What follows belongs to an exercise in optimizing a design on an open flow for small area, a short achievable clock period and few clock cycles per item; a production flow would make more cautious choices.
The RTL was checked by simulation tests, not by an equivalence proof against the original design.
Power is estimated from default activity; no workload was simulated.

--- flow/run.sh ---
#!/bin/bash
# synth_recipe.tcl (not shown) runs the flow's synth.tcl, then flattens the netlist and writes it again
# the make line also repeats each setting of config.mk as NAME=value (left out here)
make -C /OpenROAD-flow-scripts/flow DESIGN_CONFIG=/design/flow/config.mk WORK_HOME=/design/flow/orfs CLKGATE_MAP_FILE= SYNTH_SCRIPT=/design/flow/synth_recipe.tcl finish
--- flow/constraint.sdc ---
create_clock -name core_clock -period 20.0 [get_ports {clk}]
set_input_delay 4.0000 -clock core_clock [delete_from_list [all_inputs] [get_ports {clk}]]
set_output_delay 4.0000 -clock core_clock [all_outputs]
set_load 0.01 [all_outputs]
--- flow/config.mk ---
export PLATFORM = sky130hd
export DESIGN_NAME = lbp_pixel_unit
export DESIGN_NICKNAME = lbp_pixel_unit
export VERILOG_FILES = /design/flow/design.v
export SDC_FILE = /design/flow/constraint.sdc
export NUM_CORES = 4
export LEC_CHECK = 0
export CAP_MARGIN = 20
export CORE_MARGIN = 2
export CORE_UTILIZATION = 40
export SLEW_MARGIN = 20
--- flow/design.v ---
module lbp_pixel_unit (
    input  wire         clk,
    input  wire         rst,
    input  wire         in_valid,
    output wire         in_ready,
    input  wire [7:0]   in_cen,       
    input  wire [511:0] in_samples,   
    input  wire [7:0]   in_p,         
    input  wire [63:0]  in_band,      
    input  wire         in_rule,      
    input  wire         in_order,     
    input  wire [1:0]   in_post,      
    output wire         out_valid,
    input  wire         out_ready,
    output wire [7:0]   out_code,
    output wire [3:0]   out_ecode
);
    reg  [1:0] ph;          
    reg        ov;          
    wire       slot = ~ov | out_ready;
    wire       last = (ph == 2'd2) | ((ph == 2'd0) & ~in_rule);
    assign in_ready = slot & last;
    wire       take = in_valid & in_ready;
    always @(posedge clk) begin
        if (rst) begin
            ph <= 2'd0;
            ov <= 1'b0;
        end else begin
            if (!in_valid)           ph <= 2'd0;
            else if (ph == 2'd0)     ph <= in_rule ? 2'd1 : 2'd0;
            else if (ph == 2'd1)     ph <= 2'd2;
            else if (slot)           ph <= 2'd0;
            if (take)                ov <= 1'b1;
            else if (out_ready)      ov <= 1'b0;
        end
    end
    wire b_illegal = (in_band[63] & (in_band[62:0] != 63'd0)) | (in_band[62:52] == 11'h7ff);
    wire [2:0] ecode_n = (in_post == 2'd3)            ? 3'd4 :
                         (in_p == 8'd0)               ? 3'd1 :
                         (in_rule & b_illegal)        ? 3'd1 :
                         (in_p > 8'd8)                ? 3'd2 : 3'd0;
    reg [2:0] ck_n;
    integer j;
    always @* begin
        ck_n = 3'd0;
        for (j = 1; j < 8; j = j + 1)
            if (in_cen[j]) ck_n = j[2:0];
    end
    wire [7:0]  cn_n  = in_cen << (3'd7 - ck_n);
    wire        cz_n  = (in_cen == 8'd0);
    wire [62:0] cenf  = cz_n ? 63'd0 : {11'd1023 + {8'd0, ck_n}, cn_n[6:0], 45'd0};
    reg  [7:0]  cn_r;
    reg  [2:0]  ck_r;
    reg         cz_r;
    always @(posedge clk) begin
        cn_r <= cn_n;
        ck_r <= ck_n;
        cz_r <= cz_n;
    end
    wire [63:0] m_n;
    lbp_one_pm_b u_add (.b(in_band), .sub(ph == 2'd0), .y(m_n));
    reg  [63:0] m_r;
    always @(posedge clk) m_r <= m_n;
    wire [62:0] bound;      
    lbp_cen_mul u_mul (.cn(cn_r), .ck(ck_r), .cz(cz_r), .m(m_r), .y(bound));
    wire        bz   = (bound == 63'd0);
    wire        lneg = m_r[63] & ~bz;        
    wire [62:0] xv   = (ph == 2'd0) ? cenf : bound;
    wire        xz   = (ph == 2'd0) ? cz_n : bz;
    wire [1:0]  mode = (ph == 2'd2) ? 2'd2 : ((ph == 2'd1) & lneg) ? 2'd1 : 2'd0;
    wire        cin  = (mode == 2'd0);
    wire [7:0] bits;
    genvar g;
    generate
        for (g = 0; g < 8; g = g + 1) begin : smp
            wire [63:0] s    = in_samples[64*g +: 64];
            wire        n    = s[63];
            wire        mz   = (s[51:0] == 52'd0);
            wire        nan  = (s[62:52] == 11'h7ff) & ~mz;
            wire        zero = (s[62:52] == 11'd0) & mz;
            wire [63:0] sum  = {1'b0, s[62:0]} + {1'b0, ~xv} + {63'd0, cin};
            wire        c    = sum[63];
            assign bits[g] = ~nan & ((mode == 2'd0) ? ((~n & c) | (n & zero & xz)) :
                                     (mode == 2'd1) ? (~n | ~c) :
                                                      (n | ~c));
        end
    endgenerate
    reg  [7:0] lo_r;
    always @(posedge clk)
        if (ph == 2'd1) lo_r <= bits;
    wire [7:0] bits_f = (ph == 2'd2) ? (bits & lo_r) : bits;
    reg  [7:0] r_bits;
    reg  [2:0] r_ecode;
    reg  [3:0] r_p;
    reg        r_order;
    reg  [1:0] r_post;
    wire [7:0] pmask = 8'hff >> (4'd8 - in_p[3:0]);
    always @(posedge clk) begin
        if (take) begin
            r_bits  <= bits_f & pmask;
            r_ecode <= ecode_n;
            r_p     <= in_p[3:0];
            r_order <= in_order;
            r_post  <= in_post;
        end
    end
    wire [7:0] rev = {r_bits[0], r_bits[1], r_bits[2], r_bits[3],
                      r_bits[4], r_bits[5], r_bits[6], r_bits[7]};
    wire [7:0] v   = r_order ? r_bits : (rev >> (4'd8 - r_p));
    wire [7:0] ri_code;
    wire [7:0] u_code;
    lbp_rimin8 u_rimin (.v(v), .p(r_p), .y(ri_code));
    lbp_ucls8  u_ucls  (.v(v), .p(r_p), .y(u_code));
    assign out_valid = ov;
    assign out_ecode = {1'b0, r_ecode};
    assign out_code  = (r_ecode != 3'd0) ? 8'd0 :
                       (r_post == 2'd1)  ? ri_code :
                       (r_post == 2'd2)  ? u_code : v;
endmodule
module lbp_rimin8 (
    input  wire [7:0] v,
    input  wire [3:0] p,
    output reg  [7:0] y
);
    reg [7:0] r;
    integer k;
    always @* begin
        y = v;
        for (k = 1; k < 8; k = k + 1) begin
            r = (v << k) | (v >> (8 - k));
            if (k < p && r < y)
                y = r;
        end
    end
endmodule
module lbp_ucls8 (
    input  wire [7:0] v,
    input  wire [3:0] p,
    output wire [7:0] y
);
    wire [6:0] t = v[6:0] ^ v[7:1];
    wire [2:0] n = t[0] + t[1] + t[2] + t[3] + t[4] + t[5] + t[6];
    assign y = (n <= 3'd2) ? v : {4'd0, p} + 8'd1;
endmodule
module lbp_one_pm_b (
    input  wire [63:0] b,
    input  wire        sub,
    output reg  [63:0] y
);
    wire [63:0] a      = 64'h3ff0_0000_0000_0000;
    wire        sb_eff = b[63] ^ sub;
    wire        swap   = (a[62:0] < b[62:0]);
    wire        sx = swap ? sb_eff : a[63];
    wire        sy = swap ? a[63]  : sb_eff;
    wire [10:0] ex_raw = swap ? b[62:52] : a[62:52];
    wire [10:0] ey_raw = swap ? a[62:52] : b[62:52];
    wire [51:0] fx = swap ? b[51:0] : a[51:0];
    wire [51:0] fy = swap ? a[51:0] : b[51:0];
    wire [10:0] ex = (ex_raw == 11'd0) ? 11'd1 : ex_raw;
    wire [10:0] ey = (ey_raw == 11'd0) ? 11'd1 : ey_raw;
    wire [52:0] mx = {ex_raw != 11'd0, fx};
    wire [52:0] my = {ey_raw != 11'd0, fy};
    wire        eff_sub = sx ^ sy;
    wire [10:0] d       = ex - ey;
    wire [6:0]  dd      = (d > 11'd56) ? 7'd56 : d[6:0];
    wire [111:0] shifted = {my, 3'b000, 56'd0} >> dd;
    wire [55:0]  al      = {shifted[111:57], shifted[56] | (|shifted[55:0])};
    wire [55:0]  bigm    = {mx, 3'b000};
    wire [56:0]  sum     = eff_sub ? ({1'b0, bigm} - {1'b0, al})
                                   : ({1'b0, bigm} + {1'b0, al});
    reg  [6:0]  lz;
    reg  [6:0]  sh;
    reg  [55:0] norm;
    reg  [11:0] e;
    reg  [10:0] efield;
    reg         up;
    reg  [62:0] pk;
    integer i;
    always @* begin
        lz = 7'd56;
        for (i = 0; i < 56; i = i + 1)
            if (sum[i]) lz = 7'd55 - i[6:0];
        if (sum[56]) begin
            norm = {sum[56:2], sum[1] | sum[0]};
            e    = {1'b0, ex} + 12'd1;
            sh   = 7'd0;
        end else begin
            sh   = ({4'd0, lz} < {1'b0, ex}) ? lz : (ex[6:0] - 7'd1);
            norm = sum[55:0] << sh;
            e    = {1'b0, ex} - {5'd0, sh};
        end
        efield = norm[55] ? e[10:0] : 11'd0;
        up     = norm[2] & (norm[1] | norm[0] | norm[3]);
        pk = {efield, norm[54:3]} + {62'd0, up};
        if (sum == 57'd0)
            y = {eff_sub ? 1'b0 : sx, 63'd0};
        else if (e >= 12'd2047)
            y = {sx, 11'h7ff, 52'd0};
        else
            y = {sx, pk};
    end
endmodule
module lbp_cen_mul (
    input  wire [7:0]  cn,
    input  wire [2:0]  ck,
    input  wire        cz,
    input  wire [63:0] m,
    output reg  [62:0] y
);
    wire [10:0] em   = m[62:52];
    wire [60:0] prod = cn * {1'b1, m[51:0]};
    reg  [51:0] mant;
    reg         g;
    reg         st;
    reg  [11:0] e;
    reg         up;
    always @* begin
        if (prod[60]) begin
            mant = prod[59:8];
            g    = prod[7];
            st   = |prod[6:0];
            e    = {1'b0, em} + {9'd0, ck} + 12'd1;
        end else begin
            mant = prod[58:7];
            g    = prod[6];
            st   = |prod[5:0];
            e    = {1'b0, em} + {9'd0, ck};
        end
        up = g & (st | mant[0]);
        if (cz || em == 11'd0)
            y = 63'd0;
        else if (e >= 12'd2047)
            y = {11'h7ff, 52'd0};
        else
            y = {e[10:0], mant} + {62'd0, up};
    end
endmodule
==> summary.txt <==
-- metrics by stage --
stage / setup TNS (ns) / worst slack [ns]
2_1_floorplan: 0 / 1.32
3_3_place_gp: 0 / 0.787
3_5_place_dp: 0 / 0.916
4_1_cts: 0 / 0.448
5_1_grt: -0.0158 / -0.0158
6_report: 0 / 0.783
-- what timing repair did --
action	4_1_cts	5_1_grt
gates resized for setup	0	8
buffers inserted	0	4
setup endpoints to repair	0	22
-- where the power goes --
group	switching [mW]	total [mW]	internal, mW
sequential	0.135	0.411	0.276
combinational	7.04	11.3	4.23
clock	0.107	0.206	0.0991
total	7.28	11.9	4.60
-- sequential cells by signal, summed over array words and instances (netlist names) --
| register | flops |
|---|---|
| cn_r | 8 |
| r_p | 4 |
| r_bits | 8 |
| r_order | 1 |
| m_r | 64 |
| r_post | 2 |
| r_ecode | 3 |
| lo_r | 8 |
| ph | 2 |
| ov | 1 |
| cz_r | 1 |
| ck_r | 3 |
-- worst max-delay path, delay by kind of cell --
kind | cells | cell delay (ns)
xor gates and xnor gates | 2 | 0.24
adders and majority gates | 2 | 0.65
buffers and inverters | 15 | 3.23
muxes | 3 | 1.23
AOI/OAI and AO/OA | 22 | 6.77
and+or+nand+nor | 19 | 3.34
-- kinds of logic after synthesis --
group / synth area share
mux: 0.0403
flops: 0.0398
compound gates: 0.266
fa+ha+maj: 0.270
other cells: 0.000127
simple gates: 0.291
buf+inv: 0.0566
xor+xnor: 0.0359
-- metal layers --
metal	global-route usage	part of all wire	vias to the layer above
met5	0	0.00033	-
met3	0.0909	0.095	1197
li1	-	-	32700
met1	0.508	0.38	34900
met4	0.320	0.088	16
met2	0.681	0.44	4372
-- path summary, 6_finish.rpt --
check / start / end / slack [ns] / cells past startpoint
worst max register to register: cn_r[3] / r_bits[5] / 2.13 / 58
worst max-delay path: in_band[27] / m_r[42] / 0.78 / 63
worst min-delay path: ph[1] / ph[0] / 0.66 / 2
worst min register to register: ph[1] / ph[0] / 0.66 / 2
-- placed cells by master (no fill, tap or decap), types with 63 or more instances in the layout --
cell type	count
sky130_fd_sc_hd__nand2_1	874
sky130_fd_sc_hd__ha_1	780
sky130_fd_sc_hd__buf_4	737
sky130_fd_sc_hd__clkdlybuf4s50_1	612
sky130_fd_sc_hd__nor2_1	609
sky130_fd_sc_hd__a21oi_1	608
sky130_fd_sc_hd__inv_1	473
sky130_fd_sc_hd__o21ai_0	418
sky130_fd_sc_hd__fa_1	313
sky130_fd_sc_hd__and2_1	281
sky130_fd_sc_hd__nand3_1	241
sky130_fd_sc_hd__nand4_1	239
sky130_fd_sc_hd__nor4_1	236
sky130_fd_sc_hd__a21o_1	209
sky130_fd_sc_hd__nor3_1	194
sky130_fd_sc_hd__nor2b_1	158
sky130_fd_sc_hd__nand2b_1	156
sky130_fd_sc_hd__mux2i_1	141
sky130_fd_sc_hd__xnor2_1	141
sky130_fd_sc_hd__o211ai_1	132
sky130_fd_sc_hd__a211oi_1	123
sky130_fd_sc_hd__xor2_1	101
sky130_fd_sc_hd__a31oi_1	85
sky130_fd_sc_hd__and3_1	81
sky130_fd_sc_hd__mux2_2	77
sky130_fd_sc_hd__dfxtp_1	73
sky130_fd_sc_hd__or3_1	70
sky130_fd_sc_hd__o22ai_1	63
-- final cells by class --
cell class / count / area (µm²) / area share
Multi-Input combinational cell: 7278 / 53800 / 0.738
Clock inverter: 6 / 63.8 / 0.000875
Clock buffer: 10 / 233 / 0.00319
Antenna cell: 49 / 123 / 0.00168
Tap cell: 1930 / 2410 / 0.0331
Inverter: 479 / 1800 / 0.0247
Timing Repair Buffer: 1372 / 12100 / 0.166
Sequential cell: 105 / 2370 / 0.0325
==> flow_summary.ini <==
[finish]
area_delta_synth_final_pct = 22.9
drive_above_1_share = 0.112
nets = 10900
final_design_area_no_fill_um2 = 72900
nFillCells = 15000
final_cells = 11200
finalCoreUtilization = 0.495

[route]
post_route_drc_violation_count = 0
drt-initial-drc-count = 8117
vias = 73200
drt_via_density = 6.52
antenna_left = 0
wl_per_cell_um = 30.1
drt-total-wl_mm = 338
drt-pass1-iter-count = 8

[placement]
dp.cells = 11200
dp_hpwl_mm = 282
io_buffers = 612
place.gp.congestion = 1.07
detailed_place.area_um2 = 72400

[global_route]
grt_pass1_wl_mm = 485
initial_antenna_violation_count = 56
grt_start_max_net_pins = 100
grt.overflow.total = 0
first_global_vias = 70500
global_route.usage.total = 0.429

[cts]
cts.hold.buffers_added = 0
ctsRootBufferMaster = sky130_fd_sc_hd__clkbuf_16
path_clk_slew_ns = 0.07
clock_tree.htree_level_count = 3
clock_buffer_depth = 2
clock_latency_on_the_worst_skew_pair_ns = 0.43
cts_buffers = 9
cts.sinks = 105
tritoncts = done

[logic_synthesis]
synth-warning-count = 4
synth-seq-area-share = 0.0398
synth-async-reset-ratio = 0
ys_seq_elements = 105
post_synth_inst_count = 8229
synth_enable_flop_cells = 26
synthesis.area_um2 = 59300
number_of_different_library_cells_in_the_post_synthesis_netlist = 129
most_numerous_cell_in_the_yosys_netlist = sky130_fd_sc_hd__nand2_1
synth.avg_cell_area_um2 = 7.21
top_cells_by_area_synth = sky130_fd_sc_hd__ha_1 16%, sky130_fd_sc_hd__fa_1 11%, sky130_fd_sc_hd__nand2_1 5.5%, sky130_fd_sc_hd__a21oi_1 5.2%, sky130_fd_sc_hd__nor2_1 3.9%
ys_top_cells_by_count = 877 x sky130_fd_sc_hd__nand2_1, 782 x sky130_fd_sc_hd__ha_1, 616 x sky130_fd_sc_hd__nor2_1
synth_area_leader_cell = sky130_fd_sc_hd__ha_1
yosys.area.top_type_share = 0.165
synth_top_flop_cell = sky130_fd_sc_hd__dfxtp_1

[sta]
fmax_mhz = 52.0
finalHoldWorstSlack_ns = 0.662
timing.final.crit_share = 0.961
worstMarginPinSlew_ns = 1.26
fin_worst_skew_ns = 0.0298
report.final.slew_viol_count = 0
slew_headroom = 0.155
timing_hold_violations_final = 0
post-route-min-period_ns = 19.22
setup_viol = 0

[critical_path]
worstSetupStartpointType = input port
worstSetupPathType = in -> reg
worst_ep_arrival_time_ns = 19.52
cp-end-kind = flop
crit_fanout = 15
cp_common_cell = sky130_fd_sc_hd__buf_4
cp_slowest_cell = sky130_fd_sc_hd__o31ai_1
worst_path_largest_cell_delay_ns = 0.85
required_time_worst_endpoint_ns = 20.30

[pwr]
ir_drop_mv = 0.196
power.density_cell_area_nw_per_um2 = 163
leakagePower_nw = 31.6
totalPowerFinal_mw = 11.9

[die]
floorplan.die.width_um = 389
fp-row-count = 141
initial_utilization = 0.402
die_h_um = 389
design.core.area_um2 = 147000
design.die.area_um2 = 151000
io_pins = 614

[run_status]
outcome = no timing/DRC/antenna violations

[worst_hold_path]
holdCritPathClass = reg -> reg

[flow_run]
cap_violations = 0
Testbench counts, summed over its fixed seeds: cycles 24,086, items 16,000.

afterwards: timing with drivers on the ports:
The flow's constraints put no driver on any port. The routed layout listed below was extracted and timed again, unchanged, in two steps.
Step 1 sets driving cells, clkbuf_16 on the clock port and buf_2 on the other inputs (assumed; they add their load-dependent delay and slew).
Step 2 times the ports against the registers' clock, not the clock port: input delays grow and output delays shrink by t, the midpoint of the rising clock arrivals with the driver on.
Three values: ideal, step 1, step 2; two values: the first two.
t, ns: 0.475
setup slack, ns: 0.783 / 0.819 / 0.344
latest minus earliest clock arrival (ns): 0.035 / 0.034
slew at the worst register clock pin (ns): 0.11 / 0.11
worst slew at a driven data input, ns: 0.24
After both steps this run still meets setup and hold. The setup slack of this run moves by +0.036 ns with the drivers and by -0.439 ns with both steps.
